Source: an optimization exercise on an open RTL-to-GDS flow (aim: small area, a short achievable clock period and few clock cycles per item). Production flows keep margins and buffers that such runs may drop. At most, simulation tests tie the RTL to the original design; equivalence was not proved. Power and IR drop assume default switching activity.

==> v23: inputs <==
Design nand_timing_unit, start of the top module:
module nand_timing_unit (
    input  wire        clk,
    input  wire        rst,
    input  wire        wr_en,
    input  wire [4:0]  wr_addr,
    input  wire [31:0] wr_data,
    input  wire        start,
    input  wire [1:0]  op,
    input  wire        bus16,
    input  wire [31:0] mck_hz,
    output wire        ready,
    output reg         done,
    output wire [7:0]  answer,
    output reg         unsupported,
    output wire [31:0] result,
    output wire [31:0] setup_reg,
    output wire [31:0] pulse_reg,
    output wire [31:0] cycle_reg,
    output wire [31:0] timings_reg,
    output wire [31:0] mode_reg
);
    localparam OP_NTC = 2'd0;
    localparam OP_PER = 2'd1;
    localparam OP_CYC = 2'd2;
    localparam [3:0] A_OK           = 4'b0000;   
    localparam [3:0] A_BAD_COMMAND  = 4'b1010;   
    localparam [3:0] A_ZERO_CLOCK   = 4'b1011;   
    localparam [3:0] A_PERIOD_RANGE = 4'b1100;   
    localparam [3:0] A_ZERO_PERIOD  = 4'b1101;   
    localparam [2:0] H_IDLE   = 3'd0;
    localparam [2:0] H_NCHK   = 3'd1;
    localparam [2:0] H_NWAIT  = 3'd2;
    localparam [2:0] H_DIFF   = 3'd3;
    localparam [2:0] H_PER    = 3'd4;
    localparam [2:0] H_CYCCHK = 3'd5;
    localparam [2:0] H_CYC    = 3'd6;
    localparam [2:0] W_IDLE = 3'd0;
    localparam [2:0] W_LD   = 3'd1;    
    localparam [2:0] W_LD3  = 3'd2;    
    localparam [2:0] W_RUN  = 3'd3;
  ...
clock: 12.0 ns
lec_check: 0
cap_margin: 20
core_margin: 2
core_utilization: 40
place_density: 0.6
slew_margin: 20
run.sh (not shown) runs the stock make flow with config.mk's settings and CLKGATE_MAP_FILE= SYNTH_SCRIPT=/design/flow/synth_recipe.tcl, a recipe that flattens the netlist after the stock synthesis.
==> v36 (differences from v23) <==
--- a/flow/design.v
+++ b/flow/design.v
@@ -55,12 +55,13 @@
     localparam [2:0] H_CYC    = 3'd6;
     localparam [2:0] W_IDLE = 3'd0;
     localparam [2:0] W_LD   = 3'd1;    
     localparam [2:0] W_LD3  = 3'd2;    
     localparam [2:0] W_RUN  = 3'd3;
     localparam [2:0] W_FIN  = 3'd4;
+    localparam [2:0] W_PER1 = 3'd5;    
     localparam [2:0] K_CNT = 3'd0;     
     localparam [2:0] K_CYC = 3'd1;
     localparam [2:0] K_PER = 3'd2;
     localparam [2:0] K_Y   = 3'd3;     
     localparam [2:0] K_XWS = 3'd4;     
     localparam [2:0] K_XTD = 3'd5;     
@@ -218,13 +219,13 @@
     wire [34:0] wd1 = {1'b0, wx4} - {3'b000, wD};
     wire [34:0] wd2 = {1'b0, wx4} - {2'b00, wD, 1'b0};
     wire [34:0] wd3 = {1'b0, wx4} - {1'b0, wD3};
     reg  [1:0]  wq;
     reg  [31:0] wRn;
     always @(*) begin
-        if (!wd3[34])      begin wq = 2'd3; wRn = wd3[31:0]; end
+        if (!wd3[34] && wst != W_PER1) begin wq = 2'd3; wRn = wd3[31:0]; end
         else if (!wd2[34]) begin wq = 2'd2; wRn = wd2[31:0]; end
         else if (!wd1[34]) begin wq = 2'd1; wRn = wd1[31:0]; end
         else               begin wq = 2'd0; wRn = wx4[31:0]; end
     end
     wire        w_last = (wkind == K_PER && wpa) ? (wcnt == 4'd7) : (wcnt == 4'd15);
     wire        w_nz   = (wR != 32'd0);
@@ -398,33 +399,38 @@
                 end
                 W_LD: begin
                     wD  <= p;
                     wst <= W_LD3;
                 end
                 W_LD3: begin
+                    wD3    <= {2'b00, wD} + {1'b0, wD, 1'b0};
+                    d_is_p <= 1'b1;
+                    wst    <= W_IDLE;
+                end
+                W_PER1: begin
                     wD3 <= {2'b00, wD} + {1'b0, wD, 1'b0};
-                    if (wkind == K_PER) begin
-                        wpa  <= (wD > 32'd15258789);
-                        wR   <= (wD > 32'd15258789) ? 32'h00E8_D4A5 : 32'h0000_00E8;
-                        wcnt <= 4'd0;
-                        wst  <= W_RUN;
-                    end else begin
-                        d_is_p <= 1'b1;
-                        wst    <= W_IDLE;
+                    wst <= W_RUN;
+                    if (wD > 32'd30517578) begin
+                        wR   <= wRn;
+                        DQ   <= {DQ[29:0], wq};
+                        wcnt <= 4'd1;
+                    end else if (wD <= 32'd15258789) begin
+                        wpa <= 1'b0;
+                        wR  <= 32'h0000_00E8;
                     end
                 end
                 W_RUN: begin
                     wR   <= wRn;
                     wcnt <= wcnt + 4'd1;
                     if (wkind == K_XWS || wkind == K_XTD) begin
                         DQ  <= {DQ[29:0], DQ[31:30]};
                         acc <= acc_n;
                     end else begin
                         DQ  <= {DQ[29:0], wq};
                     end
-                    if (w_last) wst <= W_FIN;
+                    if (w_last) wst <= (wkind == K_PER) ? W_IDLE : W_FIN;
                 end
                 W_FIN: begin
                     case (wkind)
                         K_CNT: if (mg_wide) wst <= W_IDLE;
                         K_CYC: begin DQ <= dq_inc[31:0]; wst <= W_IDLE; end
                         K_Y:   begin ynz <= w_nz; wst <= W_IDLE; dph <= dph + 3'd1; end
@@ -468,15 +474,18 @@
                                     areg <= A_PERIOD_RANGE;
                                     done <= 1'b1;
                                 end else begin
                                     hst    <= H_PER;
                                     wkind  <= K_PER;
                                     wD     <= mck_hz;
+                                    wR     <= 32'h00E8_D4A5;
+                                    wpa    <= 1'b1;
+                                    wcnt   <= 4'd0;
                                     DQ     <= 32'd0;
                                     d_is_p <= 1'b0;
-                                    wst    <= W_LD3;
+                                    wst    <= W_PER1;
                                 end
                             end
                             OP_CYC: begin
                                 hst <= H_CYCCHK;
                                 if (wst == W_RUN || wst == W_FIN) wst <= W_IDLE;
                             end
@@ -515,13 +524,13 @@
                     end
                 end
                 H_DIFF: begin
                     if (!amb_ws && !amb_tdf) hst <= H_NWAIT;
                 end
                 H_PER: begin
-                    if (wst == W_FIN && wkind == K_PER) begin
+                    if (wst == W_RUN && w_last) begin
                         done <= 1'b1;
                         hst  <= H_IDLE;
                     end
                 end
                 H_CYCCHK: begin
                     if (p_zero) begin
- ABC_CLOCK_PERIOD_IN_PS: not set -> 4500
- SETUP_SLACK_MARGIN: not set -> 5
==> notes <==
Between v23 and v36, the lower register-to-register slack is in v23 (gap 2.7 ns). Power: v23 is lower than v36 (11%). Of v36 and v23, v36 has the higher final cell count (gap about 2%, measured against v23). Against v23, the clock skew of v36 is higher by 0.0077 ns. Wire length: v23 is larger than v36 (about 0.9%). In v36 the critical path depth is higher than in v23, by 7. Of v36 and v23, v36 has the higher setup slack (gap 2.7 ns).
==> figures <==
| item | v36 | v23 |
|---|---|---|
| Outcome | no timing/DRC/antenna violations | no timing/DRC/antenna violations |
| Worst-margin pin slew | 1.19 ns | 1.25 ns |
| Clk network pwr share | 26.5% | 29.9% |
| Total of fill cells in the finished design | 17400 | 17600 |
| Number of cell instances on the worst register-to-register path | 44 | 37 |
| Die outline height | 437 um | 435 um |
| Highest fanout seen on the critical path | 8 | 32 |
| Post-synthesis compound-gate area fraction | 15.7% | 16.4% |
| Average detailed-routed wire length per instance | 20.8 um | 21.4 um |
| Min setup slack post-route | 3.93 ns | 1.22 ns |
| Group drawing the most power | combinational logic | registers |
| Met2 wire length | 109000 um | 107000 um |
| Top achievable clock speed | 0.124 GHz | 0.0927 GHz |
| Worst reg2reg startpoint | wcnt[0] | wcnt[0] |
| Synthesized-area fraction occupied by and/or/nand/nor cells | 13.3% | 13.5% |
| Effective utilization at floorplan | 40.4% | 40.1% |
Testbench counts of v23, summed over its fixed seeds: cycles 7,254, items 192.
Only the layout flow was run in v36; the RTL was not checked for function there.

## separate check: timing with driven ports
The results above use ideal ports. As a check the final layouts listed here were re-extracted and re-timed, cells and wires unchanged.
Step 1 sets driving cells, clkbuf_16 on the clock port and buf_2 on the other inputs (assumed; they add their load-dependent delay and slew).
Step 2, shift: input delay + t, output delay - t, t = (earliest + latest rising clock arrival at the registers) / 2. This alone moves slack from input paths to output paths.
Three values: ideal ports, drivers, drivers and shift; two values: the first two.
run | t, ns | setup slack, ns | hold slack, ns | worst setup path at the end | latest minus earliest clock arrival (ns)
v23 | 0.879 | 1.216 / 1.216 / 1.216 | 0.320 / 0.320 / 0.320 | register to register | 0.049 / 0.049
v36 | 0.880 | 3.930 / 3.930 / 3.930 | 0.321 / 0.321 / 0.321 | register to register | 0.056 / 0.056
After both steps every run listed still meets setup and hold.
